This is an optimization exercise on Yosys and OpenROAD, whose aim is small area, a short achievable clock period and few clock cycles per item, not a production implementation. RTL that was checked went through simulation tests only; none was proved equivalent to the original. Function not checked in runs 1, 2, 7 and 8: the RTL went through the layout flow alone. Power and IR drop assume default switching activity.

==> design.v <==
module tcmp_crc16_byte (
    input  wire [15:0] crc_in,
    input  wire [7:0]  data,
    output reg  [15:0] crc_out
);
    integer i;
    reg [15:0] c;
    always @(*) begin
        c = crc_in ^ {8'h00, data};
        for (i = 0; i < 8; i = i + 1) begin
            if (c[0])
                c = (c >> 1) ^ 16'h8408;
            else
                c = c >> 1;
        end
        crc_out = c;
    end
endmodule
module tcmp_rx (
    input  wire        clk,
    input  wire        rst,
    input  wire        in_valid,
    input  wire [7:0]  in_byte,
    output wire        in_ready,
    output reg         ud_valid,
    output reg  [7:0]  ud_byte,
    output reg         ev_valid,
    output reg  [1:0]  ev_kind,
    output wire [15:0] ev_family,
    output wire [7:0]  ev_code,
    output wire [15:0] ev_paylen
);
    localparam [7:0] FLAG = 8'h7E;
    localparam [7:0] ESC  = 8'h7D;
    localparam [1:0] EV_MSG  = 2'd1;
    localparam [1:0] EV_HDLC = 2'd2;
    localparam [1:0] EV_TCMP = 2'd3;
    reg        esc;        
    reg        bad;        
    reg        body;       
    reg [15:0] cnt;        
    reg        lcs_ok;     
    reg [15:0] plen;       
    reg        short;      
    reg        lo_borrow;  
    reg [15:0] family;     
    reg [7:0]  code;
    reg [7:0]  last2;      
    reg [15:0] crc;        
    assign in_ready  = 1'b1;
    assign ev_family = family;
    assign ev_code   = code;
    assign ev_paylen = plen;
    reg       in_v;
    reg [7:0] in_b;
    reg       is_flag, is_esc, esc_ok;
    always @(posedge clk) begin
        in_v    <= in_valid && !rst;
        in_b    <= in_byte;
        is_flag <= (in_byte == FLAG);
        is_esc  <= (in_byte == ESC);
        esc_ok  <= (in_byte == 8'h5D) || (in_byte == 8'h5E);
    end
    wire [7:0] unesc_val = {in_b[7:6], in_b[5] ^ esc, in_b[4:0]};
    wire produce = in_v && !is_flag && !bad &&
                   (esc ? esc_ok : !is_esc);
    wire [15:0] crc_next;
    tcmp_crc16_byte u_crc (.crc_in(crc), .data(last2), .crc_out(crc_next));
    wire [2:0]  hpos    = cnt[2:0];    
    wire [7:0]  lcs_s  = plen[15:8] ^ plen[7:0] ^ family[15:8];
    wire [7:0]  lcs_c  = (plen[15:8] & plen[7:0]) | (plen[15:8] & family[15:8]) |
                         (plen[7:0] & family[15:8]);
    wire [7:0]  lcs_y  = {lcs_c[6:0], 1'b0};
    wire        lcs_zero = ((lcs_s ^ lcs_y) == {lcs_s[6:0] | lcs_y[6:0], 1'b0});
    wire [8:0]  plen_lo_m5 = {1'b0, plen[7:0]} - 9'd5;
    wire [8:0]  plen_hi_m1 = {1'b0, plen[15:8]} - {8'd0, lo_borrow};
    wire        empty   = !body && (hpos == 3'd0);
    wire decode_ok = body && lcs_ok && !short && (cnt == plen) &&
                     (crc == {last2, ud_byte});
    always @(posedge clk) begin
        if (rst) begin
            esc      <= 1'b0;
            bad      <= 1'b0;
            body     <= 1'b0;
            cnt      <= 16'hFFF8;
            crc      <= 16'h6363;
            ud_valid <= 1'b0;
            ev_valid <= 1'b0;
        end else begin
            ud_valid <= produce;
            ev_valid <= 1'b0;
            if (in_v) begin
                if (is_flag) begin
                    ev_valid <= bad || esc || !empty;
                    ev_kind  <= (bad || esc) ? EV_HDLC :
                                decode_ok    ? EV_MSG  : EV_TCMP;
                    esc  <= 1'b0;
                    bad  <= 1'b0;
                    body <= 1'b0;
                    cnt  <= 16'hFFF8;
                    crc  <= 16'h6363;
                end else if (!bad) begin
                    if (esc) begin
                        esc <= 1'b0;
                        if (!esc_ok)
                            bad <= 1'b1;
                    end else if (is_esc) begin
                        esc <= 1'b1;
                    end
                end
            end
            if (produce) begin
                ud_byte <= unesc_val;
                last2   <= ud_byte;
                if (!(body && cnt == 16'hFFFF))
                    cnt <= cnt + 16'd1;
                if (!body && hpos == 3'd7)
                    body <= 1'b1;
                if (!body) begin
                    case (hpos)
                        3'd0: plen[15:8]   <= unesc_val;
                        3'd1: plen[7:0]    <= unesc_val;
                        3'd2: family[15:8] <= unesc_val;
                        3'd3: begin
                            lcs_ok       <= lcs_zero;
                            plen[7:0]    <= plen_lo_m5[7:0];
                            lo_borrow    <= plen_lo_m5[8];
                            family[15:8] <= unesc_val;
                        end
                        3'd4: begin
                            plen[15:8]   <= plen_hi_m1[7:0];
                            short        <= plen_hi_m1[8];
                            family[7:0]  <= unesc_val;
                        end
                        3'd5: code         <= unesc_val;
                        default: ;
                    endcase
                end
                if (body || hpos >= 3'd2)
                    crc <= crc_next;
            end
        end
    end
endmodule
module tcmp_tx (
    input  wire        clk,
    input  wire        rst,
    input  wire        msg_valid,
    output reg         msg_ready,
    input  wire [15:0] msg_family,
    input  wire [7:0]  msg_code,
    input  wire [15:0] msg_paylen,
    input  wire        pl_valid,
    output reg         pl_ready,
    input  wire [7:0]  pl_byte,
    output reg         out_valid,
    input  wire        out_ready,
    output reg  [7:0]  out_byte
);
    localparam [7:0] FLAG = 8'h7E;
    localparam [7:0] ESC  = 8'h7D;
    localparam S_IDLE = 0,    
               S_LENH = 1,
               S_LENL = 2,
               S_LCS  = 3,
               S_FAMH = 4,
               S_FAML = 5,
               S_CODE = 6,
               S_PAY  = 7,
               S_CRCH = 8,
               S_CRCL = 9,
               S_EOF  = 10;
    reg [10:0] state;
    reg [15:0] remain;     
    reg        esc_pend;   
    reg        esc_bit;    
    reg [15:0] crc;
    reg        pay_last;   
    reg        skid_v;     
    reg [7:0]  skid;
    wire is_packet = !state[S_IDLE] && !state[S_EOF];
    wire [7:0] cur = ({8{state[S_LENH] | state[S_LCS]}} & remain[15:8]) |
                     ({8{state[S_LENL]}} & remain[7:0]) |
                     ({8{state[S_FAMH]}} & msg_family[15:8]) |
                     ({8{state[S_FAML]}} & msg_family[7:0]) |
                     ({8{state[S_CODE]}} & msg_code) |
                     ({8{state[S_PAY]}}  & pl_byte) |
                     ({8{state[S_CRCH]}} & crc[15:8]) |
                     ({8{state[S_CRCL]}} & crc[7:0]) |
                     ({8{!is_packet}}    & FLAG);
    wire cur_esc   = (cur[7:2] == 6'b011111) && (cur[1] ^ cur[0]);    
    wire have_byte = state[S_IDLE] ? msg_valid :
                     state[S_PAY]  ? pl_valid  : 1'b1;
    wire make      = !skid_v && (esc_pend || have_byte);
    wire advance   = !skid_v && !esc_pend && have_byte;
    wire [7:0] line_byte = esc_pend               ? {6'b010111, !esc_bit, esc_bit} :   
                           (is_packet && cur_esc) ? ESC : cur;
    wire out_free = !out_valid || out_ready;
    wire skid_v_n = out_free ? 1'b0 : (skid_v || make);
    wire pay_zero = (msg_paylen == 16'd0);
    wire [10:0] state_adv;
    assign state_adv[S_IDLE] = state[S_EOF];
    assign state_adv[S_LENH] = state[S_IDLE];
    assign state_adv[S_LENL] = state[S_LENH];
    assign state_adv[S_LCS]  = state[S_LENL];
    assign state_adv[S_FAMH] = state[S_LCS];
    assign state_adv[S_FAML] = state[S_FAMH];
    assign state_adv[S_CODE] = state[S_FAML];
    assign state_adv[S_PAY]  = (state[S_CODE] && !pay_zero) || (state[S_PAY] && !pay_last);
    assign state_adv[S_CRCH] = (state[S_CODE] && pay_zero) || (state[S_PAY] && pay_last);
    assign state_adv[S_CRCL] = state[S_CRCH];
    assign state_adv[S_EOF]  = state[S_CRCL];
    wire [10:0] state_n    = advance ? state_adv : state;
    wire        esc_pend_n = make ? (!esc_pend && is_packet && cur_esc) : esc_pend;
    wire [15:0] crc_next;
    tcmp_crc16_byte u_crc (.crc_in(crc), .data(cur), .crc_out(crc_next));
    always @(posedge clk) begin
        if (rst) begin
            state     <= 11'd1 << S_IDLE;
            esc_pend  <= 1'b0;
            msg_ready <= 1'b0;
            pl_ready  <= 1'b0;
            skid_v    <= 1'b0;
            out_valid <= 1'b0;
        end else begin
            state     <= state_n;
            esc_pend  <= esc_pend_n;
            skid_v    <= skid_v_n;
            msg_ready <= state_n[S_CODE] && !esc_pend_n && !skid_v_n;
            pl_ready  <= state_n[S_PAY]  && !esc_pend_n && !skid_v_n;
            if (out_free) begin
                out_valid <= skid_v || make;
                out_byte  <= skid_v ? skid : line_byte;
            end
            if (!skid_v)
                skid <= line_byte;
            if (make && !esc_pend)
                esc_bit <= cur[0];
            if (advance) begin
                if (state[S_IDLE])
                    crc <= 16'h6363;
                else if (!state[S_CRCH] && !state[S_CRCL] && !state[S_EOF])
                    crc <= crc_next;
                if (state[S_IDLE])
                    remain <= msg_paylen + 16'd5;
                if (state[S_LENH])
                    remain[15:8] <= 8'h00 - (remain[15:8] + remain[7:0]);
                if (state[S_CODE]) begin
                    remain   <= msg_paylen;
                    pay_last <= (msg_paylen == 16'd1);
                end
                if (state[S_PAY]) begin
                    remain   <= remain - 16'd1;
                    pay_last <= (remain == 16'd2);
                end
            end
        end
    end
endmodule
module tcmp_codec (
    input  wire        clk,
    input  wire        rst,
    input  wire        rx_valid,
    input  wire [7:0]  rx_byte,
    output wire        rx_ready,
    output wire        ud_valid,
    output wire [7:0]  ud_byte,
    output wire        ev_valid,
    output wire [1:0]  ev_kind,
    output wire [15:0] ev_family,
    output wire [7:0]  ev_code,
    output wire [15:0] ev_paylen,
    input  wire        msg_valid,
    output wire        msg_ready,
    input  wire [15:0] msg_family,
    input  wire [7:0]  msg_code,
    input  wire [15:0] msg_paylen,
    input  wire        pl_valid,
    output wire        pl_ready,
    input  wire [7:0]  pl_byte,
    output wire        tx_valid,
    input  wire        tx_ready,
    output wire [7:0]  tx_byte
);
    tcmp_rx u_rx (
        .clk(clk), .rst(rst),
        .in_valid(rx_valid), .in_byte(rx_byte), .in_ready(rx_ready),
        .ud_valid(ud_valid), .ud_byte(ud_byte),
        .ev_valid(ev_valid), .ev_kind(ev_kind), .ev_family(ev_family),
        .ev_code(ev_code), .ev_paylen(ev_paylen)
    );
    tcmp_tx u_tx (
        .clk(clk), .rst(rst),
        .msg_valid(msg_valid), .msg_ready(msg_ready),
        .msg_family(msg_family), .msg_code(msg_code), .msg_paylen(msg_paylen),
        .pl_valid(pl_valid), .pl_ready(pl_ready), .pl_byte(pl_byte),
        .out_valid(tx_valid), .out_ready(tx_ready), .out_byte(tx_byte)
    );
endmodule
==> flow/run.sh <==
#!/bin/bash
# Standard layout, with plain buffers (not delay cells) on the ports.
export BUFFER_PORTS_ARGS="-buffer_cell sky130_fd_sc_hd__buf_2"
bash standard.sh > standard.log 2>&1
==> standard.sh <==
#!/bin/bash
# synth_recipe.tcl (not shown) runs the flow's synth.tcl, then flattens the netlist and writes it again
# the make line also repeats each setting of config.mk as NAME=value (left out here)
make -C /OpenROAD-flow-scripts/flow DESIGN_CONFIG=/design/flow/config.mk WORK_HOME=/design/flow/orfs CLKGATE_MAP_FILE= SYNTH_SCRIPT=/design/flow/synth_recipe.tcl "${@:-finish}"
==> config.mk <==
export PLATFORM = sky130hd
export DESIGN_NAME = tcmp_codec
export DESIGN_NICKNAME = tcmp_codec
export VERILOG_FILES = /design/flow/design.v
export SDC_FILE = /design/flow/constraint.sdc
export NUM_CORES = 4
export LEC_CHECK = 0
export CAP_MARGIN = 20
export CORE_MARGIN = 2
export CORE_UTILIZATION = 60
export PLACE_DENSITY = 0.75
export SETUP_SLACK_MARGIN = 2.1
export SLEW_MARGIN = 20
==> constraint.sdc <==
create_clock -name core_clock -period 4.5 [get_ports {clk}]
set_input_delay 0.9000 -clock core_clock [delete_from_list [all_inputs] [get_ports {clk}]]
set_output_delay 0.9000 -clock core_clock [all_outputs]
set_load 0.01 [all_outputs]
==> results by group, run 1 <==
Outcome
  – Outcome: finished clean

Cells and area
  – Synth-to-Final Area Change: 17.0%
  – Nets@finish: 1170
  – Final Util: 71.5%
  – Number of diodes: 0
  – Layout Cells excl Fill: 1296
  – Fraction of layout cells with a size suffix above 1: 21.7%
  – Fin area: 11300 um2

Placement
  – Gpl congestion: 0.886
  – Port bufs: 124
  – Placed cells: 1245
  – Placed cell area: 10400 um2
  – Post-DP HPWL: 17500 um

Floorplan
  – Core area: 15800 um2
  – # rows: 46
  – Chip height: 131 um
  – I/O Pins: 126
  – Die ar.: 17100 um2
  – Die width: 131 um
  – Initial Util: 61.1%

Drt
  – Vias per cell: 5.91
  – Via count: 7658
  – DR iter-0 viols: 674
  – Antenna violation net count after detailed routing: 0
  – DR DRC count: 0
  – Final wirelength: 24600 um
  – WL/cell: 19.0 um
  – Total iterations of the first detailed-routing run: 7

STA
  – Clk_skew: 9.55 ps
  – Highest Clock Rate: 0.407 GHz
  – Slew Viols, Final: 0
  – Final Critical Period: 2460 ps
  – Hold_ws: 511 ps
  – Final Hold Viols: 0
  – Slew at the pin with the worst max-slew slack: 846 ps
  – Relative slew slack: 43.4%
  – Final TNS setup: 0 ps
  – RSZ-0062 raised after global routing: yes
  – Setup violators final: 0
  – Period utilization: 54.6%

Critical path
  – FF-to-FF setup slack: 2040 ps
  – Reg2reg start: u_tx.remain[1]
  – CP Launch Type: flop
  – CP Class: flop to flop
  – Reg2Reg Depth: 11
  – RR Endpoint: u_tx.remain[15]
  – Largest stage delay on the critical path: 430 ps
  – Crit-path max FO: 2
  – Slowest-stage cell, CP: edfxtp_1
  – Crit end category: flop
  – Worst path arrival time: 2740 ps
  – Required time of the critical path: 4790 ps
  – Sequence of cells on the critical path: ha_1 -> inv_1 -> ha_2 -> inv_2 -> fa_2 -> nor2b_4 -> o31a_1 -> o21ai_2 -> or4bb_1 -> nand3b_1 -> o2bb2ai_1

CTS
  – Clock root cell: clkbuf_16
  – CTS tree: yes
  – CTS H-tree lvls: 4
  – Clock-pin slew on the worst setup and hold paths: 70 ps
  – Clk sink count: 176
  – Clk buf depth: 2
  – Clock Latency Late Sink: 430 ps
  – CTS buffer count: 17

Power
  – Leakage: 4.30 nW
  – P_sw: 0.00111 W
  – Comb pwr share: 15.8%
  – Power per cell area: 357 nW/um2
  – Switching power share of the total: 27.7%
  – Reg power frac: 47.3%
  – Clk pwr share: 36.8%
  – Internal: 0.00291 W
  – Maximum VDD drop: 250 uV

Logic synthesis
  – Largest cells by area after synthesis: edfxtp_1, dfxtp_1, xnor2_1, ha_1, xor2_1
  – Post-synth top area share: 34.6%
  – Post-synth EDFFs: 111
  – Avg Inst Size Synth: 10.2 um2
  – Asr flop ratio synth: 0%
  – Post-synthesis instance area: 9630 um2
  – Yosys top cell by area: edfxtp_1
  – Most frequent cell after synthesis: edfxtp_1
  – Synth warn: 3
  – Synth Flop Type: edfxtp_1
  – Yosys reg bits: 176
  – Post-Syn Nets: 1047
  – Register area share after synthesis: 48.1%
  – Synth unique cells: 66
  – Syn Inst Count: 944
  – List of most frequent post-synthesis cells: edfxtp_1, nor2_1, xnor2_1, dfxtp_1, a21oi_1

GRT
  – First-pass GRT wire length: 38200 um
  – GRT Total Usage: 29.5%
  – Largest net degree at the start of global routing: 38
  – Initial antenna violation count: 0
  – Grt total ovfl: 0
  – Number of global-route vias before repair: 7218

Worst hold path
  – Worst Hold End: u_rx.cnt[13]
  – WHS Path Cells: 1
  – Hold Crit Start: u_rx.cnt[13]
  – Min-delay worst type: flop to flop

Job
  – Max cap viols: 0
critical path, delay by kind of cell, from the launching register on:
kind / cells / cell delay (ps)
adders and majority gates: 3 / 700
and+or+nand+nor: 3 / 570
AOI/OAI and AO/OA: 3 / 530
DFF: 1 / 430
buffers and inverters: 2 / 90
layer usage:
layer | routed length, um | vias up | GRT usage, %
li1 | - | 3625 | -
met1 | 10100 | 3689 | 38.5
met2 | 12300 | 306 | 51.0
met3 | 1720 | 38 | 5.42
met4 | 469 | 0 | 7.82
met5 | 0 | - | 0
how the worst max path moves through the flow:
stage / from / end / slack, ps / cells past startpoint
after floorplan: msg_code[2] / u_tx.crc[2] / 2050 / 5
after global placement: rst / u_rx.cnt[11] / 1680 / 5
after detailed placement: rst / u_tx.crc[6] / 1590 / 3
after CTS: u_rx.cnt[1] / u_rx.family[11] / 1880 / 4
after global routing: u_tx.remain[1] / u_tx.remain[15] / 1930 / 11
final: u_tx.remain[1] / u_tx.remain[15] / 2040 / 11
cells by family after synthesis:
kind of cell / Yosys count / synth area share (%)
other cells: 1 / 0.0389
mux: 20 / 2.17
compound gates: 177 / 11.8
fa+ha+maj: 41 / 5.95
xor+xnor: 123 / 11.7
buf+inv: 91 / 4.04
flops: 176 / 48.1
simple gates: 315 / 16.2
registers in the layout, indices dropped and copies added, names as in the netlist, 2 cells and up:
name / flops
u_rx.cnt: 16
u_rx.code: 8
u_rx.crc: 16
u_rx.ev_kind: 2
u_rx.family: 16
u_rx.in_b: 8
u_rx.last2: 8
u_rx.plen: 16
u_rx.ud_byte: 8
u_tx.crc: 16
u_tx.out_byte: 8
u_tx.remain: 16
u_tx.skid: 8
u_tx.state: 11
repair_timing:
action / 4_1_cts / 5_1_grt
gates resized for setup: 17 / 21
endpoints found under the setup margin: 116 / 76
hold buffers: 0 / 0
pin swaps: 3 / 8
cloned: 1 / 0
buffers inserted: 9 / 9
metrics by stage:
step	worst slack, ps	power [W]
final	2040	0.00403
after global routing	1930	0.00418
after CTS	1880	0.00400
after detailed placement	1590	0.00252
after global placement	1680	0.00251
after floorplan	2050	0.00235
cells in the final DEF, fill, tap and decap left out, types with 15 or more instances in the layout:
master     synthesis  final
dfxtp_1           65     61
edfxtp_1         111    111
ha_1              33     29
o21ai_0           39     37
nor2b_1           19     18
buf_4              2     22
nor2_1           101     99
xnor2_1           72     70
inv_1             48     44
xor2_1            46     46
nand3_1           23     21
a22oi_1           16     15
buf_2             14    123
nand2_1           51     51
clkbuf_16          0     17
nor3_1            34     32
a21oi_1           64     61
power by group through the flow:
stage	sequential [W]	combinational, W	clock [W]
after global routing	0.00191	0.000703	0.00156
after CTS	0.00190	0.000602	0.00149
after detailed placement	0.00194	0.000577	0
final	0.00191	0.000638	0.00148
after floorplan	0.00190	0.000449	0
after global placement	0.00194	0.000566	0
area by class of cell:
class | count | area [um2]
tap | 216 | 270
sequential | 176 | 4640
clock inverter | 14 | 158
inverter | 48 | 184
timing repair inverter | 1 | 5.00
timing repair buffer | 146 | 792
multi-input combinational | 677 | 4790
clock buffer | 18 | 429
fill | 1218 | 4500
==> run 2, diff against run 1 <==
--- a/config.mk
+++ b/config.mk
@@ -7,7 +7,8 @@
 export LEC_CHECK = 0
 export CAP_MARGIN = 20
 export CORE_MARGIN = 2
-export CORE_UTILIZATION = 60
-export PLACE_DENSITY = 0.75
-export SETUP_SLACK_MARGIN = 2.1
+export CORE_UTILIZATION = 70
+export CTS_BUF_LIST = sky130_fd_sc_hd__clkbuf_4 sky130_fd_sc_hd__clkbuf_8
+export PLACE_DENSITY = 0.85
+export SETUP_SLACK_MARGIN = 1.8
 export SLEW_MARGIN = 20
==> results by group, run 2 <==
Critical path
  – CP Launch Type: flop
  – Crit-path max FO: 17
  – FF-to-FF setup slack: 1890 ps
  – RR Endpoint: u_rx.plen[5]
  – Worst path arrival time: 2740 ps
  – Required time of the critical path: 4630 ps
  – Sequence of cells on the critical path: nand2b_1 -> or4_1 -> nor2_1 -> buf_4 -> and3_1
  – CP Class: flop to flop
  – Reg2reg start: u_rx.is_flag
  – CP Launch Point: u_rx.is_flag
  – Reg2Reg Depth: 5
  – Slowest-stage cell, CP: or4_1
  – Largest stage delay on the critical path: 770 ps
  – Crit end category: flop

Drt
  – Vias per cell: 6.26
  – DR DRC count: 0
  – Via count: 7852
  – DR iter-0 viols: 971
  – Final wirelength: 24600 um
  – WL/cell: 19.6 um
  – Met3 wire len: 1990 um
  – Antenna violation net count after detailed routing: 0
  – Max Used Layer: met4
  – Met1 Wirelength: 9610 um
  – DR WL met2: 12000 um
  – Total iterations of the first detailed-routing run: 6

Placement
  – Port bufs: 124
  – Gpl congestion: 0.932
  – Post-DP HPWL: 17200 um

Floorplan
  – I/O Pins: 126
  – Chip height: 121 um
  – Initial Util: 72.2%
  – Core area: 13300 um2
  – Die ar.: 14700 um2
  – Die width: 121 um
  – # rows: 42

Power
  – Clk pwr share: 30.8%
  – Internal: 0.00256 W
  – Leakage: 4.18 nW
  – Reg power frac: 52.3%
  – Maximum VDD drop: 259 uV
  – Comb pwr share: 16.9%
  – P_sw: 0.00107 W
  – Power per cell area: 334 nW/um2
  – Switching power share of the total: 29.5%
  – Power, Total: 0.00363 W

CTS
  – Clk sink count: 176
  – CTS tree: yes
  – Clock root cell: clkbuf_8
  – Hold-fix buffers, CTS: 0
  – Clock-pin slew on the worst setup and hold paths: 100 ps
  – CTS H-tree lvls: 4
  – CTS buffer count: 17
  – Clock Latency Late Sink: 480 ps
  – Clk buf depth: 2

STA
  – Period utilization: 57.9%
  – Clk_skew: 11.6 ps
  – Slew Viols, Final: 0
  – Final Hold Viols: 0
  – Final TNS setup: 0 ps
  – Relative slew slack: 30.8%
  – Highest Clock Rate: 0.384 GHz
  – RSZ-0062 raised after global routing: yes
  – Final Critical Period: 2610 ps
  – Setup violators final: 0
  – Hold_ws: 520 ps
  – Slew at the pin with the worst max-slew slack: 1040 ps

Logic synthesis
  – Post-synth top area share: 34.6%
  – Register area share after synthesis: 48.1%
  – Post-synthesis instance area: 9630 um2
  – Asr flop ratio synth: 0%
  – Largest cells by area after synthesis: edfxtp_1, dfxtp_1, xnor2_1, ha_1, xor2_1
  – Syn Inst Count: 944
  – Yosys top cell by area: edfxtp_1
  – List of most frequent post-synthesis cells: edfxtp_1, nor2_1, xnor2_1, dfxtp_1, a21oi_1
  – Synth warn: 3
  – Synth unique cells: 66
  – Post-Syn Nets: 1047
  – Post-synth EDFFs: 111
  – Most frequent cell after synthesis: edfxtp_1
  – Synth Flop Type: edfxtp_1
  – Yosys reg bits: 176
  – Avg Inst Size Synth: 10.2 um2

Cells and area
  – Fill cell count: 845
  – Synth-to-Final Area Change: 12.7%
  – Commonest non-fill, non-tap cell in the layout: buf_2
  – Fraction of layout cells with a size suffix above 1: 18.3%
  – Number of diodes: 0
  – Most frequent cells in the layout: buf_2, edfxtp_1, nor2_1
  – Nets@finish: 1169

Worst hold path
  – Worst Hold End: u_rx.crc[3]
  – Min-delay worst type: flop to flop
  – Hold Crit Start: u_rx.crc[3]
  – WHS Path Cells: 2

Job
  – Max cap viols: 0

GRT
  – Initial antenna violation count: 0
  – GRT Total Usage: 34.1%
  – Grt total ovfl: 0
  – First-pass GRT wire length: 38100 um
  – Largest net degree at the start of global routing: 38
  – Number of global-route vias before repair: 7453

Outcome
  – Outcome: finished clean
run 2: cell counts after synthesis:
No cell type changed its count.
run 2: area by class of cell:
class | instances | area, um2 | share of cell area (%)
clock inverter | 15 | 173 | 1.59
clock buffer | 17 | 234 | 2.15
inverter | 48 | 180 | 1.66
tap | 176 | 220 | 2.03
timing repair buffer | 146 | 786 | 7.24
sequential | 176 | 4630 | 42.7
multi-input combinational | 677 | 4630 | 42.7
run 2: kinds of logic (layout without fill, tap and decap cells):
family / after synthesis / count (layout) / share of synthesized area, %
buffers and inverters: 91 / 226 / 4.04
XOR/XNOR: 123 / 123 / 11.7
other: 1 / 1 / 0.0389
adder cells (fa/ha/maj): 41 / 41 / 5.95
AND/OR/NAND/NOR: 315 / 315 / 16.2
multiplexers: 20 / 20 / 2.17
flip-flops: 176 / 176 / 48.1
AO/OA/AOI/OAI: 177 / 177 / 11.8
run 2: power by group through the flow:
| stage | registers (W) | clock network, W | logic, W |
|---|---|---|---|
| detailed placement | 0.00194 | 0 | 0.000582 |
| finish | 0.00190 | 0.00112 | 0.000613 |
| floorplan | 0.00190 | 0 | 0.000440 |
| global placement | 0.00193 | 0 | 0.000564 |
| CTS | 0.00190 | 0.00112 | 0.000590 |
| global route | 0.00191 | 0.00118 | 0.000674 |
run 2: metal layers:
layer / GRT usage (%) / vias up
met3: 6.77 / 85
met4: 16.2 / 0
li1: - / 3623
met1: 43.5 / 3687
met5: 0 / -
met2: 56.1 / 457
run 2: what timing repair did:
action	4_1_cts	5_1_grt
setup endpoints to repair	0	10
setup buffers	0	14
resized for setup	0	4
run 2: worst max path at each step:
stage / cells after the start / to
2_1_floorplan: 5 / u_rx.plen[0]
3_3_place_gp: 7 / u_tx.crc[2]
3_5_place_dp: 7 / u_tx.crc[2]
4_1_cts: 6 / u_rx.cnt[11]
5_1_grt: 10 / u_tx.remain[13]
6_report: 5 / u_rx.plen[5]
run 2: per-stage QoR:
stage / std cells / utilization [%] / setup WS (ps) / instance area, um2
final: 1255 / 81.4 / 1890 / 10900
after global routing: 1255 / 81.4 / 1780 / 10900
after CTS: 1241 / 80.4 / 1850 / 10700
after detailed placement: 1209 / 77.4 / 1640 / 10300
after global placement: 1209 / 77.4 / 1670 / 10300
after floorplan: 944 / - / 1820 / 9630
run 2: critical path: cells and delay by family (launching register included):
| kind | cells | cell delay [ps] |
|---|---|---|
| buffers and inverters | 1 | 270 |
| DFF | 1 | 370 |
| and+or+nand+nor | 4 | 1610 |
==> run 3, diff against run 2 <==
--- a/design.v
+++ b/design.v
@@ -66,6 +66,12 @@
                    (esc ? esc_ok : !is_esc);
     wire [15:0] crc_next;
     tcmp_crc16_byte u_crc (.crc_in(crc), .data(last2), .crc_out(crc_next));
+    reg [15:0] cnt_inc;
+    integer i;
+    always @(*) begin
+        for (i = 0; i < 16; i = i + 1)
+            cnt_inc[i] = cnt[i] ^ &(cnt | ~((16'd1 << i) - 16'd1));
+    end
     wire [2:0]  hpos    = cnt[2:0];    
     wire [7:0]  lcs_s  = plen[15:8] ^ plen[7:0] ^ family[15:8];
     wire [7:0]  lcs_c  = (plen[15:8] & plen[7:0]) | (plen[15:8] & family[15:8]) |
@@ -113,7 +119,7 @@
                 ud_byte <= unesc_val;
                 last2   <= ud_byte;
                 if (!(body && cnt == 16'hFFFF))
-                    cnt <= cnt + 16'd1;
+                    cnt <= cnt_inc;
                 if (!body && hpos == 3'd7)
                     body <= 1'b1;
                 if (!body) begin
@@ -212,6 +218,12 @@
     assign state_adv[S_EOF]  = state[S_CRCL];
     wire [10:0] state_n    = advance ? state_adv : state;
     wire        esc_pend_n = make ? (!esc_pend && is_packet && cur_esc) : esc_pend;
+    reg [15:0] remain_dec;
+    integer i;
+    always @(*) begin
+        for (i = 0; i < 16; i = i + 1)
+            remain_dec[i] = remain[i] ^ ~|(remain & ((16'd1 << i) - 16'd1));
+    end
     wire [15:0] crc_next;
     tcmp_crc16_byte u_crc (.crc_in(crc), .data(cur), .crc_out(crc_next));
     always @(posedge clk) begin
@@ -250,7 +262,7 @@
                     pay_last <= (msg_paylen == 16'd1);
                 end
                 if (state[S_PAY]) begin
-                    remain   <= remain - 16'd1;
+                    remain   <= remain_dec;
                     pay_last <= (remain == 16'd2);
                 end
             end
--- a/config.mk
+++ b/config.mk
@@ -10,5 +10,5 @@
 export CORE_UTILIZATION = 70
 export CTS_BUF_LIST = sky130_fd_sc_hd__clkbuf_4 sky130_fd_sc_hd__clkbuf_8
 export PLACE_DENSITY = 0.85
-export SETUP_SLACK_MARGIN = 1.8
+export SETUP_SLACK_MARGIN = 2.5
 export SLEW_MARGIN = 20
==> results by group, run 3 <==
Logic synthesis
  – Avg Inst Size Synth: 10.3 um2
  – Asr flop ratio synth: 0%
  – Post-synthesis instance area: 9550 um2
  – Post-synth EDFFs: 111
  – Register area share after synthesis: 48.5%
  – Yosys reg bits: 176
  – List of most frequent post-synthesis cells: edfxtp_1, nor2_1, dfxtp_1, a21oi_1, xnor2_1
  – Most frequent cell after synthesis: edfxtp_1
  – Post-Syn Nets: 1034
  – Synth Flop Type: edfxtp_1
  – Largest cells by area after synthesis: edfxtp_1, dfxtp_1, xnor2_1, ha_1, xor2_1
  – Post-synth top area share: 34.9%
  – Syn Inst Count: 927
  – Synth unique cells: 72
  – Synth warn: 3
  – Yosys top cell by area: edfxtp_1

STA
  – Grt repair worst endpoint: u_rx.lcs_ok$_DFFE_PP_/D
  – Worst End Pin Type: sequential cell input

CTS
  – Clk buf depth: 2
  – CTS H-tree lvls: 4
  – Clock root cell: clkbuf_8
  – Clk sink count: 176
  – Hold-fix buffers, CTS: 0
  – CTS buffer count: 17

Floorplan
  – Die width: 121 um
  – I/O Pins: 126
  – Initial Util: 71.8%
  – Chip height: 121 um
  – # rows: 42

Placement
  – Port bufs: 124
  – Placed cell area: 10400 um2
  – Post-DP HPWL: 17400 um
  – Gpl congestion: 0.917
  – Placed cells: 1188

GRT
  – Grt total ovfl: 15
  – GRT Total Usage: 77.0%
  – Largest net degree at the start of global routing: 29
  – Initial antenna violation count: 1

Outcome
  – Stop stage: global routing (5_1_grt)
  – Log Error: [ERROR GRT-0232] Routing congestion too high. Check the congestion heatmap in the GUI.
  – Outcome: aborted with a tool error
run 3: cell types whose count changed after synthesis, moves of 8 or more:
cell      before  now
buf_2         14    6
nor2_1       101   86
o21ai_0       39   28
xnor2_1       72   62
nand3_1       23   13
clkbuf_1      21   31
run 3: cells by family after synthesis:
group	synth area share, %
DFF	48.5
and+or+nand+nor	15.8
buffers and inverters	4.21
AOI/OAI and AO/OA	12.4
adders and majority gates	6.53
muxes	1.43
other	0.0393
xor gates and xnor gates	11.1
run 3: through the flow:
step | total power, W | worst slack [ps]
after detailed placement | 0.00245 | 1810
after CTS | 0.00374 | 2180
after floorplan | 0.00230 | 2100
after global placement | 0.00243 | 1850
run 3: power by group through the flow:
stage,Clock (W),Combinational (W),Sequential (W)
floorplan,0,0.000413,0.00189
global placement,0,0.000518,0.00192
detailed placement,0,0.000538,0.00192
CTS,0.00121,0.000654,0.00187
run 3: worst max-delay path by stage:
| stage | endpoint | slack, ps | cells after the start |
|---|---|---|---|
| 2_1_floorplan | u_tx.crc[2] | 2100 | 6 |
| 3_3_place_gp | u_tx.crc[2] | 1850 | 7 |
| 3_5_place_dp | u_tx.crc[2] | 1810 | 7 |
| 4_1_cts | u_tx.remain[13] | 2180 | 11 |
run 3: timing repair:
item                                    4_1_cts
resized for setup                            74
setup buffers                                62
gates cloned                                  4
pin swaps                                    27
endpoints found under the setup margin      183
run 3: routing by layer:
metal  GRT usage [%]  overflow
met1            79.1         0
met2            92.4         4
met3            58.3         0
met4            81.3        11
met5            15.8         0
Testbench counts of run 3, summed over its fixed seeds: cycles 50,961, items 50,921.
==> run 4, diff against run 3 <==
--- a/config.mk
+++ b/config.mk
@@ -10,5 +10,5 @@
 export CORE_UTILIZATION = 70
 export CTS_BUF_LIST = sky130_fd_sc_hd__clkbuf_4 sky130_fd_sc_hd__clkbuf_8
 export PLACE_DENSITY = 0.85
-export SETUP_SLACK_MARGIN = 2.5
+export SETUP_SLACK_MARGIN = 2.2
 export SLEW_MARGIN = 20
==> results by group, run 4 <==
Drt
  – Antenna violation net count after detailed routing: 0
  – Total iterations of the first detailed-routing run: 8
  – DR iter-0 viols: 928
  – DR DRC count: 0
  – Via count: 8032
  – Final wirelength: 26100 um
  – Vias per cell: 6.36
  – WL/cell: 20.7 um

Critical path
  – Slowest-stage cell, CP: edfxtp_1
  – Required time of the critical path: 4730 ps
  – Delay-heaviest family, CP: adder cells
  – Worst path arrival time: 2670 ps
  – Largest stage delay on the critical path: 450 ps
  – CP Class: flop to flop
  – Crit-path max FO: 2
  – Buf+Inv Stages, Crit Path: 2
  – Sequence of cells on the critical path: ha_1 -> inv_1 -> ha_2 -> inv_2 -> fa_2 -> nor2b_2 -> o21ai_2 -> nand2_1 -> xor2_1 -> a221o_1 -> a2bb2oi_2
  – CP Launch Type: flop
  – Crit end category: flop

STA
  – Setup violators final: 0
  – Relative slew slack: 47.7%
  – Hold_ws: 497 ps
  – Slew Viols, Final: 0
  – Clk_skew: 11.9 ps
  – Period utilization: 54.3%
  – Final WS setup: 2060 ps
  – RSZ-0062 raised after global routing: yes
  – Final Critical Period: 2440 ps
  – Final TNS setup: 0 ps
  – Final Hold Viols: 0
  – Slew at the pin with the worst max-slew slack: 783 ps
  – Highest Clock Rate: 0.409 GHz

Logic synthesis
  – Post-synthesis instance area: 9550 um2
  – Post-synth top area share: 34.9%
  – Syn Inst Count: 927
  – Synth warn: 3
  – Yosys top cell by area: edfxtp_1
  – Largest cells by area after synthesis: edfxtp_1, dfxtp_1, xnor2_1, ha_1, xor2_1
  – Post-synth EDFFs: 111
  – Post-Syn Nets: 1034
  – Synth unique cells: 72
  – Synth Flop Type: edfxtp_1
  – Asr flop ratio synth: 0%
  – Avg Inst Size Synth: 10.3 um2
  – Yosys reg bits: 176
  – Most frequent cell after synthesis: edfxtp_1
  – Register area share after synthesis: 48.5%
  – List of most frequent post-synthesis cells: edfxtp_1, nor2_1, dfxtp_1, a21oi_1, xnor2_1

Power
  – Maximum VDD drop: 314 uV
  – Power per cell area: 319 nW/um2
  – Internal: 0.00254 W
  – Reg power frac: 52.7%
  – Leakage: 4.39 nW
  – Clk pwr share: 30.4%
  – Switching power share of the total: 28.5%
  – Comb pwr share: 16.9%
  – P_sw: 0.00101 W

CTS
  – Clk buf depth: 2
  – Clock root cell: clkbuf_8
  – Clock-pin slew on the worst setup and hold paths: 90 ps
  – CTS H-tree lvls: 4
  – CTS tree: yes
  – Clk sink count: 176
  – Clock Latency Late Sink: 480 ps
  – CTS buffer count: 17

Placement
  – Place WS: 1820 ps
  – Post-DP HPWL: 16900 um
  – Port bufs: 124
  – Gpl congestion: 0.880

GRT
  – Initial antenna violation count: 0
  – GR Util met2: 58.3%
  – Gr busiest metal: met2
  – Largest net degree at the start of global routing: 40
  – Number of global-route vias before repair: 7437
  – Grt total ovfl: 0
  – Met1 Resource Use GR: 44.1%
  – First-pass GRT wire length: 38600 um
  – GRT Total Usage: 34.8%
  – Met3 GRT Util: 5.57%

Cells and area
  – Most frequent cells in the layout: buf_2, edfxtp_1, nor2_1
  – Synth-to-Final Area Change: 16.6%
  – Fill cell count: 754
  – Fraction of layout cells with a size suffix above 1: 24.0%
  – Nets@finish: 1180
  – Number of diodes: 0
  – Commonest non-fill, non-tap cell in the layout: buf_2

Outcome
  – Outcome: finished clean

Floorplan
  – Chip height: 121 um
  – I/O Pins: 126
  – Die ar.: 14600 um2
  – Initial Util: 71.8%
  – # rows: 42
  – Core area: 13300 um2
  – Die width: 121 um

Job
  – Max cap viols: 0

Worst hold path
  – Min-delay worst type: flop to flop
[run 4: cell counts after synthesis]
Identical to the previous run, type by type.
[run 4: logic make-up (layout without fill, tap and decap cells)]
logic type,Yosys count,count (layout),synth area share (%)
flip-flops,176,176,48.5
adder cells (fa/ha/maj),45,45,6.53
XOR/XNOR,114,114,11.1
other,1,1,0.0393
multiplexers,13,13,1.43
AO/OA/AOI/OAI,181,181,12.4
AND/OR/NAND/NOR,298,299,15.8
buffers and inverters,99,257,4.21
[run 4: final timing paths]
| path | startpoint | endpoint | slack, ps | depth (start not counted) |
|---|---|---|---|---|
| max | u_tx.remain[1] | u_tx.remain[13] | 2060 | 11 |
| min | u_tx.state[10] | u_tx.state[10] | 500 | 2 |
| max reg2reg | u_tx.remain[1] | u_tx.remain[13] | 2060 | 11 |
| min reg2reg | u_tx.state[10] | u_tx.state[10] | 500 | 2 |
[run 4: final cells by class]
cell class | count | area [um2] | area share, %
timing repair buffer | 170 | 998 | 8.97
sequential | 176 | 4640 | 41.7
tap | 176 | 220 | 1.98
multi-input combinational | 653 | 4690 | 42.1
clock buffer | 19 | 249 | 2.24
clock inverter | 13 | 130 | 1.17
inverter | 55 | 206 | 1.85
[run 4: power groups by stage]
stage / registers, W / logic [W] / clock network (W)
floorplan: 0.00189 / 0.000397 / 0
global placement: 0.00191 / 0.000509 / 0
detailed placement: 0.00191 / 0.000523 / 0
CTS: 0.00187 / 0.000554 / 0.00107
global route: 0.00188 / 0.000650 / 0.00114
finish: 0.00188 / 0.000601 / 0.00108
[run 4: per-layer routing]
layer,share of wire (%),vias up,wire length [um]
met2,50,498,13000
met4,4.7,0,1220
met5,0,-,0
met3,7.9,123,2070
met1,38,3800,9780
li1,-,3611,-
[run 4: what timing repair did]
| item | 4_1_cts | 5_1_grt |
|---|---|---|
| buffers inserted | 18 | 23 |
| gates resized for setup | 16 | 25 |
| hold buffers | 0 | 0 |
| pin swaps | 6 | 13 |
| cloned | 1 | 0 |
| endpoints found under the setup margin | 85 | 80 |
[run 4: worst min-delay path, stage by stage (launching register included)]
cell,delay (ps)
dfxtp_1,340
nand2_1,60
a21oi_1,50
[run 4: stage by stage]
| step | util, % | total power (W) | area [um2] | std cells |
|---|---|---|---|---|
| detailed placement | 77.4 | 0.00244 | 10300 | 1188 |
| floorplan | - | 0.00228 | 9610 | 927 |
| global placement | 77.4 | 0.00242 | 10300 | 1188 |
| finish | 83.8 | 0.00356 | 11100 | 1262 |
| CTS | 81.7 | 0.00350 | 10900 | 1239 |
| global route | 83.8 | 0.00367 | 11100 | 1262 |
==> run 5, diff against run 4 <==
--- a/config.mk
+++ b/config.mk
@@ -10,5 +10,5 @@
 export CORE_UTILIZATION = 70
 export CTS_BUF_LIST = sky130_fd_sc_hd__clkbuf_4 sky130_fd_sc_hd__clkbuf_8
 export PLACE_DENSITY = 0.85
-export SETUP_SLACK_MARGIN = 2.2
+export SETUP_SLACK_MARGIN = 2.0
 export SLEW_MARGIN = 20
==> results by group, run 5 <==
Outcome
  – Outcome: finished clean

Placement
  – Gpl congestion: 0.921
  – Port bufs: 124
  – Placed cell area: 10200 um2
  – Post-DP HPWL: 17100 um
  – Placed cells: 1188

Logic synthesis
  – Fraction of synthesized area in multiplexers: 1.43%
  – Most frequent cell after synthesis: edfxtp_1
  – Register area share after synthesis: 48.5%
  – Post-synth top area share: 34.9%
  – Simple-gate share of the synthesized area: 15.8%
  – Synth unique cells: 72
  – Asr flop ratio synth: 0%
  – Compound-gate portion of the synthesized area: 12.4%
  – Main combinational cell family by area after synthesis: simple AND/OR/NAND/NOR gates
  – Area share of fa/ha/maj cells after synthesis: 6.53%
  – Yosys reg bits: 176
  – Syn Inst Count: 927
  – Post-synth EDFFs: 111
  – Synth Flop Type: edfxtp_1
  – Yosys top cell by area: edfxtp_1
  – Largest cells by area after synthesis: edfxtp_1, dfxtp_1, xnor2_1, ha_1, xor2_1
  – List of most frequent post-synthesis cells: edfxtp_1, nor2_1, dfxtp_1, a21oi_1, xnor2_1
  – Post-synthesis xor/xnor area fraction: 11.1%
  – Post-Syn Nets: 1034
  – Post-synthesis instance area: 9550 um2
  – Synth warn: 3
  – Avg Inst Size Synth: 10.3 um2

Power
  – Leakage: 4.21 nW
  – P_sw: 0.000995 W
  – Internal: 0.00254 W
  – Power per cell area: 327 nW/um2
  – Switching power share of the total: 28.1%
  – Reg power frac: 53.3%
  – Maximum VDD drop: 344 uV
  – Comb pwr share: 15.9%
  – Clk pwr share: 30.9%

Drt
  – WL/cell: 19.6 um
  – Antenna violation net count after detailed routing: 0
  – Via count: 7753
  – Total iterations of the first detailed-routing run: 5
  – DR DRC count: 0
  – Vias per cell: 6.30
  – DR iter-0 viols: 957
  – Final wirelength: 24100 um

Cells and area
  – Final Util: 81.3%
  – Commonest non-fill, non-tap cell in the layout: buf_2
  – Reg area: 4640 um2
  – Multi-input combinational cell area: 4610 um2
  – Nets@finish: 1149
  – Fill cell count: 845
  – Number of diodes: 0
  – Fraction of layout cells with a size suffix above 1: 20.3%
  – Synth-to-Final Area Change: 13.2%
  – Fin area: 10800 um2
  – Most frequent cells in the layout: buf_2, edfxtp_1, nor2_1
  – Layout Cells excl Fill: 1231

CTS
  – Clock-pin slew on the worst setup and hold paths: 110 ps
  – CTS buffer count: 17
  – Clk buf depth: 2
  – Hold-fix buffers, CTS: 0
  – Clk sink count: 176
  – Clock root cell: clkbuf_8
  – CTS tree: yes
  – Clock Latency Late Sink: 490 ps
  – CTS H-tree lvls: 4

Critical path
  – Sequence of cells on the critical path: or2_1 -> a222oi_1 -> and4_1 -> xnor3_1 -> xnor2_1 -> nor2_1
  – CP Launch Type: flop
  – Reg2Reg Depth: 6
  – CP Class: flop to flop
  – Slowest-stage cell, CP: and4_1
  – Crit-path max FO: 16
  – Required time of the critical path: 4750 ps
  – RR Endpoint: u_tx.crc[10]
  – Crit end category: flop
  – Worst path arrival time: 2730 ps
  – FF-to-FF setup slack: 2030 ps
  – Reg2reg start: u_tx.state[1]
  – Largest stage delay on the critical path: 450 ps

STA
  – Hold_ws: 511 ps
  – Final Hold Viols: 0
  – Slew at the pin with the worst max-slew slack: 702 ps
  – Slew Viols, Final: 0
  – Final TNS setup: 0 ps
  – Setup violators final: 0
  – RSZ-0062 raised after global routing: yes
  – Clk_skew: 20.2 ps
  – Period utilization: 54.9%
  – Highest Clock Rate: 0.405 GHz
  – Final Critical Period: 2470 ps
  – Relative slew slack: 53.0%

Floorplan
  – Chip height: 121 um
  – Die ar.: 14600 um2
  – Die width: 121 um
  – I/O Pins: 126
  – Initial Util: 71.8%
  – # rows: 42
  – Core area: 13300 um2

GRT
  – Largest net degree at the start of global routing: 46
  – Gr busiest metal: met2
  – Met3 GRT Util: 5.99%
  – GRT Total Usage: 33.4%
  – Number of global-route vias before repair: 7225
  – Initial antenna violation count: 0
  – GR Util met2: 52.3%
  – Met1 Resource Use GR: 47.9%
  – Grt total ovfl: 0
  – First-pass GRT wire length: 37300 um

Worst hold path
  – WHS Path Cells: 0
  – Hold Crit Start: u_rx.ud_byte[4]
  – Worst Hold End: u_rx.last2[4]
  – Min-delay worst type: flop to flop

Job
  – Max cap viols: 0
-- run 5: cell counts after synthesis --
Identical to the previous run, type by type.
-- run 5: worst max-delay path by stage --
stage | startpoint | endpoint | slack [ps] | cells past startpoint
3_5_place_dp | msg_valid | u_tx.crc[2] | 1790 | 5
2_1_floorplan | msg_family[2] | u_tx.crc[2] | 2040 | 6
5_1_grt | u_tx.remain[9] | u_tx.remain[13] | 1950 | 11
3_3_place_gp | msg_valid | u_tx.crc[15] | 1850 | 5
4_1_cts | u_rx.is_flag | u_rx.family[15] | 1840 | 4
6_report | u_tx.state[1] | u_tx.crc[10] | 2030 | 6
-- run 5: cells by family (layout without fill, tap and decap cells) --
| kind of cell | after synthesis | count (layout) |
|---|---|---|
| AOI/OAI and AO/OA | 181 | 181 |
| DFF | 176 | 176 |
| muxes | 13 | 13 |
| buffers and inverters | 99 | 226 |
| adders and majority gates | 45 | 45 |
| and+or+nand+nor | 298 | 299 |
| xor gates and xnor gates | 114 | 114 |
| other | 1 | 1 |
-- run 5: metal layers --
metal	share of wire, %	wire [um]
met1	40	9740
met2	47	11400
met3	10	2440
met4	2.1	499
met5	0	0
-- run 5: power groups by stage --
stage / logic (W) / clock network [W] / registers [W]
floorplan: 0.000386 / 0 / 0.00188
global placement: 0.000491 / 0 / 0.00191
detailed placement: 0.000512 / 0 / 0.00192
CTS: 0.000522 / 0.00109 / 0.00188
global route: 0.000612 / 0.00115 / 0.00189
finish: 0.000560 / 0.00109 / 0.00188
-- run 5: timing repair --
| action | 4_1_cts | 5_1_grt |
|---|---|---|
| resized for setup | 6 | 22 |
| setup buffers | 3 | 7 |
| pin swaps | 1 | 6 |
| endpoints found under the setup margin | 34 | 100 |
| hold endpoints to repair | 0 | 0 |
| cloned | 0 | 1 |
-- run 5: through the flow --
step	setup WS (ps)	total power, W
floorplan	2040	0.00227
detailed placement	1790	0.00243
global route	1950	0.00365
global placement	1850	0.00241
finish	2030	0.00354
CTS	1840	0.00349
-- run 5: cell type report --
class | count | share of cell area, %
Sequential cell | 176 | 42.9
Clock buffer | 20 | 2.49
Timing Repair Buffer | 139 | 6.82
Clock inverter | 12 | 1.15
Inverter | 55 | 1.91
Tap cell | 176 | 2.04
Multi-Input combinational cell | 653 | 42.7
-- run 5: worst max-delay path: cells and delay by family (launching register included) --
kind	cells	cell delay [ps]
flip-flops	1	420
AND/OR/NAND/NOR	3	860
AO/OA/AOI/OAI	1	340
XOR/XNOR	2	640
==> run 6, diff against run 5 <==
==> flow/run.sh (replaced) <==
#!/bin/bash
# Standard layout, with plain buffers (not delay cells) on the ports, and
# adders left to abc as plain logic instead of ripple full-adder cells.
export BUFFER_PORTS_ARGS="-buffer_cell sky130_fd_sc_hd__buf_2"
export ADDER_MAP_FILE=
bash standard.sh > standard.log 2>&1
--- a/config.mk
+++ b/config.mk
@@ -10,5 +10,5 @@
 export CORE_UTILIZATION = 70
 export CTS_BUF_LIST = sky130_fd_sc_hd__clkbuf_4 sky130_fd_sc_hd__clkbuf_8
 export PLACE_DENSITY = 0.85
-export SETUP_SLACK_MARGIN = 2.0
+export SETUP_SLACK_MARGIN = 2.2
 export SLEW_MARGIN = 20
==> results by group, run 6 <==
Logic synthesis
  – Register area share after synthesis: 49.0%
  – List of most frequent post-synthesis cells: edfxtp_1, nor2_1, xnor2_1, a21oi_1, nand2_1
  – Yosys top cell by area: edfxtp_1
  – Post-Syn Nets: 1026
  – Most frequent cell after synthesis: edfxtp_1
  – Avg Inst Size Synth: 9.80 um2
  – Largest cells by area after synthesis: edfxtp_1, dfxtp_1, xnor2_1, xor2_1, nor2_1
  – Synth unique cells: 72
  – Post-synthesis instance area: 9450 um2
  – Asr flop ratio synth: 0%
  – Post-synth EDFFs: 111
  – Syn Inst Count: 964
  – Yosys reg bits: 176
  – Synth warn: 3
  – Synth Flop Type: edfxtp_1
  – Post-synth top area share: 35.3%

STA
  – Setup violators final: 0
  – Relative slew slack: 42.1%
  – Final Hold Viols: 0
  – Final Critical Period: 2560 ps
  – Highest Clock Rate: 0.391 GHz
  – Final WS setup: 1940 ps
  – Slew at the pin with the worst max-slew slack: 865 ps
  – Slew Viols, Final: 0
  – Period utilization: 56.8%
  – RSZ-0062 raised after global routing: yes
  – Final TNS setup: 0 ps
  – Clk_skew: 16.0 ps

Power
  – Reg power frac: 49.6%
  – Power per cell area: 327 nW/um2
  – Leakage: 4.34 nW
  – P_sw: 0.00116 W
  – Comb pwr share: 20.6%
  – Power, Total: 0.00383 W
  – Internal: 0.00266 W
  – Clk pwr share: 29.8%
  – Maximum VDD drop: 259 uV
  – Switching power share of the total: 30.4%

Floorplan
  – Die width: 120 um
  – Initial Util: 71.7%
  – Die ar.: 14400 um2
  – Chip height: 120 um
  – I/O Pins: 126
  – Core area: 13200 um2
  – # rows: 42

Cells and area
  – Fill cell count: 562
  – Layout Cells excl Fill: 1303
  – Nets@finish: 1176
  – Commonest non-fill, non-tap cell in the layout: buf_2
  – Synth-to-Final Area Change: 23.7%
  – Number of diodes: 0
  – Fraction of layout cells with a size suffix above 1: 29.0%
  – Final Util: 88.6%
  – Most frequent cells in the layout: buf_2, edfxtp_1, nor2_1

Drt
  – DR DRC count: 0
  – DR iter-0 viols: 1760
  – Via count: 9115
  – Total iterations of the first detailed-routing run: 12
  – Vias per cell: 7.00
  – WL/cell: 23.7 um
  – Final wirelength: 30900 um
  – Antenna violation net count after detailed routing: 0

Worst hold path
  – Min-delay worst type: flop to flop

CTS
  – Clock Latency Late Sink: 490 ps
  – CTS buffer count: 17
  – Clk sink count: 176
  – CTS H-tree lvls: 4
  – Clock root cell: clkbuf_8
  – Hold-fix buffers, CTS: 0
  – Clock-pin slew on the worst setup and hold paths: 100 ps
  – CTS tree: yes
  – Clk buf depth: 2

Placement
  – Placed cells: 1199
  – Post-DP HPWL: 16700 um
  – Gpl congestion: 0.877
  – Place WS: 1460 ps
  – Port bufs: 124

Critical path
  – Buf+Inv Stages, Crit Path: 0
  – Required time of the critical path: 4870 ps
  – Sequence of cells on the critical path: nand4_1 -> nor4_4 -> nand4_1 -> o21a_1 -> nor2_1 -> a21oi_1 -> a211oi_1
  – Worst path arrival time: 2930 ps
  – CP Launch Type: flop
  – CP Class: flop to flop
  – Largest stage delay on the critical path: 500 ps
  – Crit-path max FO: 7
  – Critical Path Most Common Cell: nand4_1
  – Crit end category: flop
  – Delay-heaviest family, CP: simple AND/OR/NAND/NOR gates
  – Slowest-stage cell, CP: dfxtp_1

GRT
  – First-pass GRT wire length: 40700 um
  – Largest net degree at the start of global routing: 39
  – GRT Total Usage: 36.7%
  – Grt total ovfl: 0
  – Initial antenna violation count: 0
  – Number of global-route vias before repair: 7657

Outcome
  – Outcome: finished clean

Job
  – Max cap viols: 0
## run 6: what timing repair did
action	in CTS	in global routing
gates resized for setup	31	72
setup endpoints to repair	100	94
pin swaps	11	37
setup buffers	32	40
## run 6: final timing paths
kind / cells past startpoint / slack (ps) / to / start
worst max-delay path: 7 / 1940 / u_rx.cnt[1] / u_rx.cnt[7]
worst min-delay path: 0 / 520 / u_rx.last2[0] / u_rx.ud_byte[0]
worst max register to register: 7 / 1940 / u_rx.cnt[1] / u_rx.cnt[7]
worst min register to register: 0 / 520 / u_rx.last2[0] / u_rx.ud_byte[0]
## run 6: area by class of cell
type / instances / area, um2 / share of cell area, %
multi-input cells: 699 / 5080 / 43.4
inverters: 19 / 82.6 / 0.706
clock buffers: 17 / 234 / 2.00
repair buffers: 201 / 1270 / 10.8
well taps: 176 / 220 / 1.88
clock inverters: 15 / 154 / 1.32
flip-flops and latches: 176 / 4650 / 39.8
## run 6: cell families (layout without fill, tap and decap cells)
kind of cell,after synthesis,in the layout,synth area share [%]
fa+ha+maj,6,6,0.649
compound gates,206,206,14.4
xor+xnor,140,140,13.1
mux,15,15,1.63
flops,176,176,49.0
other cells,1,1,0.0397
buf+inv,89,252,3.81
simple gates,331,331,17.4
## run 6: stage by stage
step	cell area, um2	hold WS [ps]
finish	11700	518
global route	11700	513
CTS	11000	518
detailed placement	10200	495
global placement	10200	486
floorplan	9670	474
## run 6: power groups by stage
| stage | registers, W | clock network, W | logic, W |
|---|---|---|---|
| after floorplan | 0.00188 | 0 | 0.000432 |
| after global placement | 0.00193 | 0 | 0.000509 |
| after detailed placement | 0.00193 | 0 | 0.000521 |
| after CTS | 0.00188 | 0.00110 | 0.000583 |
| after global routing | 0.00190 | 0.00119 | 0.000827 |
| final | 0.00190 | 0.00114 | 0.000788 |
## run 6: worst register-to-register path, delay by kind of cell (launching register included)
family | cells | cell delay [ps]
AND/OR/NAND/NOR | 4 | 1130
AO/OA/AOI/OAI | 3 | 800
flip-flops | 1 | 500
## run 6: metal layers
metal | track usage [%] | wire [um] | vias to the layer above | part of all wire [%]
met3 | 8.11 | 4060 | 223 | 13
met4 | 11.2 | 1690 | 0 | 5.5
li1 | - | - | 3786 | -
met5 | 0 | 0 | - | 0
met2 | 56.3 | 14000 | 913 | 45
met1 | 52.6 | 11100 | 4193 | 36
==> run 7, diff against run 6 <==
--- a/design.v
+++ b/design.v
@@ -256,7 +256,9 @@
                 if (state[S_IDLE])
                     remain <= msg_paylen + 16'd5;
                 if (state[S_LENH])
-                    remain[15:8] <= 8'h00 - (remain[15:8] + remain[7:0]);
+                    remain[15:8] <= remain[15:8] + remain[7:0];
+                if (state[S_LENL])
+                    remain[15:8] <= 8'h00 - remain[15:8];
                 if (state[S_CODE]) begin
                     remain   <= msg_paylen;
                     pay_last <= (msg_paylen == 16'd1);
==> flow/run.sh (replaced) <==
#!/bin/bash
# Standard layout, with plain buffers (not delay cells) on the ports.
export BUFFER_PORTS_ARGS="-buffer_cell sky130_fd_sc_hd__buf_2"
bash standard.sh > standard.log 2>&1
==> results by group, run 7 <==
Outcome
  – Outcome: finished clean

Critical path
  – Sequence of cells on the critical path: fa_1 -> inv_1 -> ha_4 -> xnor2_1 -> nor4_2 -> nand2_1 -> nor4_2
  – Largest stage delay on the critical path: 580 ps
  – Required time of the critical path: 4740 ps
  – FF-to-FF setup slack: 2060 ps
  – RR Endpoint: u_rx.lcs_ok
  – Buf+Inv Stages, Crit Path: 1
  – CP Launch Type: flop
  – Reg2Reg Depth: 7
  – Reg2reg start: u_rx.plen[5]
  – Crit end category: flop
  – Slowest-stage cell, CP: fa_1
  – Critical Path Most Common Cell: nor4_2
  – Worst path arrival time: 2680 ps
  – Crit-path max FO: 2
  – CP Class: flop to flop
  – Delay-heaviest family, CP: adder cells

Floorplan
  – Chip height: 122 um
  – # rows: 42
  – I/O Pins: 126
  – Die ar.: 14800 um2
  – Initial Util: 72.3%
  – Die width: 122 um
  – Core area: 13400 um2

STA
  – Highest Clock Rate: 0.410 GHz
  – Setup violators final: 0
  – Final WS setup: 2060 ps
  – Period utilization: 54.2%
  – Slew at the pin with the worst max-slew slack: 1030 ps
  – Final TNS setup: 0 ps
  – Slew Viols, Final: 0
  – Clk_skew: 14.3 ps
  – Final Hold Viols: 0
  – RSZ-0062 raised after global routing: yes
  – Relative slew slack: 31.0%
  – Final Critical Period: 2440 ps

Cells and area
  – Fraction of layout cells with a size suffix above 1: 25.5%
  – Commonest non-fill, non-tap cell in the layout: buf_2
  – Nets@finish: 1195
  – Synth-to-Final Area Change: 17.5%
  – Most frequent cells in the layout: buf_2, edfxtp_1, nor2_1

GRT
  – Grt total ovfl: 0
  – First-pass GRT wire length: 40000 um
  – GRT Total Usage: 36.0%
  – Met3 GRT Util: 6.37%
  – Gr busiest metal: met2
  – Initial antenna violation count: 0
  – Met1 Resource Use GR: 44.1%
  – Number of global-route vias before repair: 7822
  – Largest net degree at the start of global routing: 39
  – GR Util met2: 60.4%

Worst hold path
  – Worst Hold End: u_rx.cnt[3]
  – Hold Crit Start: u_rx.cnt[3]
  – Min-delay worst type: flop to flop
  – WHS Path Cells: 2

CTS
  – CTS tree: yes
  – Clk buf depth: 2
  – CTS buffer count: 17
  – Hold-fix buffers, CTS: 0
  – Clock root cell: clkbuf_8
  – Clock-pin slew on the worst setup and hold paths: 100 ps
  – CTS H-tree lvls: 4
  – Clock Latency Late Sink: 460 ps
  – Clk sink count: 176

Drt
  – Final wirelength: 27400 um
  – Vias per cell: 6.40
  – Antenna violation net count after detailed routing: 0
  – DR DRC count: 0
  – Total iterations of the first detailed-routing run: 7
  – DR iter-0 viols: 1025
  – WL/cell: 21.4 um
  – Via count: 8198

Power
  – Power, Total: 0.00365 W
  – Maximum VDD drop: 220 uV
  – Leakage: 4.39 nW
  – Power per cell area: 321 nW/um2

Job
  – Max cap viols: 0

Logic synthesis
  – List of most frequent post-synthesis cells: edfxtp_1, nor2_1, xnor2_1, dfxtp_1, a21oi_1
  – Post-synth top area share: 34.4%
  – Synth unique cells: 75
  – Asr flop ratio synth: 0%
  – Post-synth EDFFs: 111
  – Yosys reg bits: 176
  – Yosys top cell by area: edfxtp_1
  – Post-Syn Nets: 1050
  – Syn Inst Count: 946
  – Avg Inst Size Synth: 10.2 um2
  – Most frequent cell after synthesis: edfxtp_1
  – Post-synthesis instance area: 9690 um2
  – Largest cells by area after synthesis: edfxtp_1, dfxtp_1, xnor2_1, xor2_1, ha_1
  – Synth Flop Type: edfxtp_1
  – Synth warn: 3
  – Register area share after synthesis: 47.8%

Placement
  – Post-DP HPWL: 17500 um
  – Port bufs: 124
  – Place WS: 1690 ps
  – Gpl congestion: 0.896
## run 7: cell count changes after synthesis, sizes merged, moves of 8 or more
cell | previous run | this run
ha | 0 | 34
nor2 | 95 | 86
buf | 12 | 20
a22oi | 4 | 15
fa | 0 | 8
and3 | 16 | 7
clkbuf | 58 | 25
inv | 18 | 45
a222oi | 9 | 1
## run 7: power breakdown
part	leakage (nW)	internal [W]	switching [W]	total (W)
clock	0.218	0.000590	0.000584	0.00117
sequential	1.54	0.00180	0.0000955	0.00190
combinational	2.63	0.000265	0.000314	0.000578
## run 7: cell type report
| type | instances | area [um2] |
|---|---|---|
| inverters | 45 | 169 |
| repair buffers | 171 | 993 |
| well taps | 176 | 220 |
| flip-flops and latches | 176 | 4650 |
| multi-input cells | 680 | 4930 |
| clock buffers | 21 | 270 |
| fillers | 730 | 2010 |
| diodes | 1 | 2.50 |
| clock inverters | 11 | 153 |
## run 7: through the flow
step	cell area (um2)	std cells	util (%)	hold WS [ps]
4_1_cts	11100	1261	82.9	504
2_1_floorplan	9740	946	-	458
6_report	11400	1281	85.0	509
3_3_place_gp	10400	1208	77.9	480
3_5_place_dp	10400	1208	77.9	492
5_1_grt	11400	1280	85.0	517
## run 7: layer usage
layer,part of all wire (%),vias up
met1,35,3826
li1,-,3659
met5,0,-
met3,9.7,134
met2,49,579
met4,6.0,0
## run 7: worst max-delay path by stage
stage	slack, ps	startpoint	to	cells after the start
global placement	1750	msg_family[7]	u_tx.out_byte[1]	6
floorplan	2060	msg_family[6]	u_tx.crc[2]	6
finish	2060	u_rx.plen[5]	u_rx.lcs_ok	7
detailed placement	1690	msg_family[7]	u_tx.skid[1]	6
CTS	2170	u_rx.plen[6]	u_rx.lcs_ok	8
global route	2080	u_rx.plen[3]	u_rx.lcs_ok	7
## run 7: kinds of logic (layout without fill, tap and decap cells)
| logic type | Yosys count | after routing | share of synthesized area, % |
|---|---|---|---|
| simple gates | 308 | 308 | 16.2 |
| xor+xnor | 130 | 130 | 12.3 |
| flops | 176 | 176 | 47.8 |
| other cells | 1 | 2 | 0.0387 |
| fa+ha+maj | 42 | 42 | 6.04 |
| buf+inv | 90 | 248 | 3.89 |
| compound gates | 186 | 186 | 12.3 |
| mux | 13 | 13 | 1.41 |
## run 7: what timing repair did
item / 4_1_cts / 5_1_grt
setup endpoints to repair: 92 / 96
pin swaps: 9 / 17
resized for setup: 20 / 39
setup buffers: 21 / 19
## run 7: worst reg2reg max path, delay by kind of cell (launching register included)
family / cells / cell delay (ps)
flops: 1 / 500
xor+xnor: 1 / 160
fa+ha+maj: 2 / 790
buf+inv: 1 / 60
simple gates: 3 / 710
==> run 8, diff against run 7 <==
--- a/config.mk
+++ b/config.mk
@@ -7,8 +7,8 @@
 export LEC_CHECK = 0
 export CAP_MARGIN = 20
 export CORE_MARGIN = 2
-export CORE_UTILIZATION = 70
+export CORE_UTILIZATION = 65
 export CTS_BUF_LIST = sky130_fd_sc_hd__clkbuf_4 sky130_fd_sc_hd__clkbuf_8
-export PLACE_DENSITY = 0.85
-export SETUP_SLACK_MARGIN = 2.2
+export PLACE_DENSITY = 0.8
+export SETUP_SLACK_MARGIN = 2.5
 export SLEW_MARGIN = 20
==> results by group, run 8 <==
Cells and area
  – Commonest non-fill, non-tap cell in the layout: edfxtp_1
  – Nets@finish: 1277
  – Fill cell count: 691
  – Reg area: 4660 um2
  – Final Util: 87.3%
  – Most frequent cells in the layout: edfxtp_1, buf_2, buf_4

Floorplan
  – # rows: 44
  – Die ar.: 15900 um2
  – Core area: 14500 um2
  – Chip height: 126 um
  – I/O Pins: 126
  – Initial Util: 66.7%
  – Die width: 126 um

STA
  – Setup violators final: 0
  – Hold_ws: 505 ps
  – Clk_skew: 12.2 ps
  – Period utilization: 53.1%
  – Final Critical Period: 2390 ps
  – Slew Viols, Final: 0
  – Relative slew slack: 22.3%
  – Final TNS setup: 0 ps
  – RSZ-0062 raised after global routing: yes
  – Highest Clock Rate: 0.419 GHz
  – Final WS setup: 2110 ps

Drt
  – DR iter-0 viols: 1206
  – Vias per cell: 6.50
  – WL/cell: 23.2 um
  – Antenna violation net count after detailed routing: 0

Logic synthesis
  – Simple-gate share of the synthesized area: 16.2%
  – Asr flop ratio synth: 0%
  – Synth unique cells: 75
  – Syn Inst Count: 946
  – Post-Syn Nets: 1050
  – Post-synth top area share: 34.4%
  – Largest cells by area after synthesis: edfxtp_1, dfxtp_1, xnor2_1, xor2_1, ha_1
  – Post-synth EDFFs: 111
  – Synth Flop Type: edfxtp_1
  – Most frequent cell after synthesis: edfxtp_1
  – Yosys top cell by area: edfxtp_1
  – List of most frequent post-synthesis cells: edfxtp_1, nor2_1, xnor2_1, dfxtp_1, a21oi_1
  – Register area share after synthesis: 47.8%
  – Yosys reg bits: 176
  – Main combinational cell family by area after synthesis: simple AND/OR/NAND/NOR gates

Critical path
  – CP Launch Point: u_rx.plen[14]
  – FF-to-FF setup slack: 2110 ps
  – CP Class: flop to flop
  – Crit-path max FO: 2
  – Worst path arrival time: 2680 ps
  – Reg2Reg Depth: 7
  – Crit end category: flop
  – CP Launch Type: flop
  – Required time of the critical path: 4790 ps
  – Reg2reg start: u_rx.plen[14]
  – End point of the critical path: u_rx.lcs_ok

Power
  – Leakage: 4.99 nW
  – Power per cell area: 298 nW/um2
  – Maximum VDD drop: 228 uV

CTS
  – Clk buf depth: 2
  – Clock root cell: clkbuf_8
  – Hold-fix buffers, CTS: 0
  – Clock-pin slew on the worst setup and hold paths: 90 ps
  – Clock Latency Late Sink: 480 ps

Worst hold path
  – Min-delay worst type: flop to flop

Placement
  – Placed cells: 1216
  – Gpl congestion: 0.885
  – Port bufs: 124
  – Post-DP HPWL: 17400 um

GRT
  – Initial antenna violation count: 0
  – Largest net degree at the start of global routing: 33
  – Grt total ovfl: 0

Outcome
  – Outcome: finished clean
[run 8: cell counts after synthesis]
No cell type changed its count.
[run 8: power by group]
group | switching, W | internal, W
Combinational | 0.000413 | 0.000386
Clock | 0.000629 | 0.000462
Sequential | 0.0000908 | 0.00180
[run 8: logic make-up after synthesis]
| family | Yosys count |
|---|---|
| AND/OR/NAND/NOR | 308 |
| AO/OA/AOI/OAI | 186 |
| XOR/XNOR | 130 |
| other | 1 |
| adder cells (fa/ha/maj) | 42 |
| multiplexers | 13 |
| flip-flops | 176 |
| buffers and inverters | 90 |
[run 8: critical path, cell delays in order (launching register included)]
cell and delay [ps]:
edfxtp_1 490, fa_1 580, inv_1 80, ha_4 220, xnor2_1 130, nor4_1 350
nand2_1 110, nor4_2 260
[run 8: area by class of cell]
class | instances | area share (%)
repair buffers | 251 | 14.6
multi-input cells | 682 | 42.5
well taps | 184 | 1.81
clock inverters | 13 | 1.02
inverters | 45 | 1.38
clock buffers | 19 | 1.96
flip-flops and latches | 176 | 36.7
[run 8: per-layer routing]
| layer | vias up | global-route usage [%] | routed length, um |
|---|---|---|---|
| met5 | - | 0 | 0 |
| met1 | 4197 | 42.8 | 10700 |
| li1 | 3841 | - | - |
| met4 | 0 | 16.5 | 2170 |
| met3 | 182 | 6.12 | 3340 |
| met2 | 691 | 59.1 | 15500 |
[run 8: worst min path at each step]
stage / from / end / slack (ps) / depth (start not counted)
2_1_floorplan: u_tx.state[10] / u_tx.state[10] / 460 / 2
3_3_place_gp: u_tx.state[10] / u_tx.state[10] / 470 / 2
3_5_place_dp: u_tx.state[10] / u_tx.state[10] / 480 / 2
4_1_cts: u_tx.state[10] / u_tx.state[10] / 500 / 2
5_1_grt: rx_byte[7] / u_rx.in_b[7] / 520 / 1
6_report: u_rx.esc / u_rx.esc / 510 / 2
[run 8: timing repair]
item                                    in CTS  in global routing
endpoints found under the setup margin     162                120
buffers inserted                            84                 34
cloned                                       3                  1
pin swaps                                   46                 39
gates resized for setup                     98                 67
[run 8: through the flow]
| stage | power, W | area (um2) |
|---|---|---|
| after CTS | 0.00361 | 12100 |
| after detailed placement | 0.00245 | 10600 |
| after global routing | 0.00389 | 12700 |
| after global placement | 0.00243 | 10600 |
| after floorplan | 0.00229 | 9920 |
| final | 0.00378 | 12700 |

Setup slack of run 8, layout unchanged: 2.112 ns with ideal ports, 2.112 ns with driving cells assumed (clock clkbuf_16, inputs buf_2), 1.730 ns with port delays also shifted by the 0.512 ns mid clock arrival.
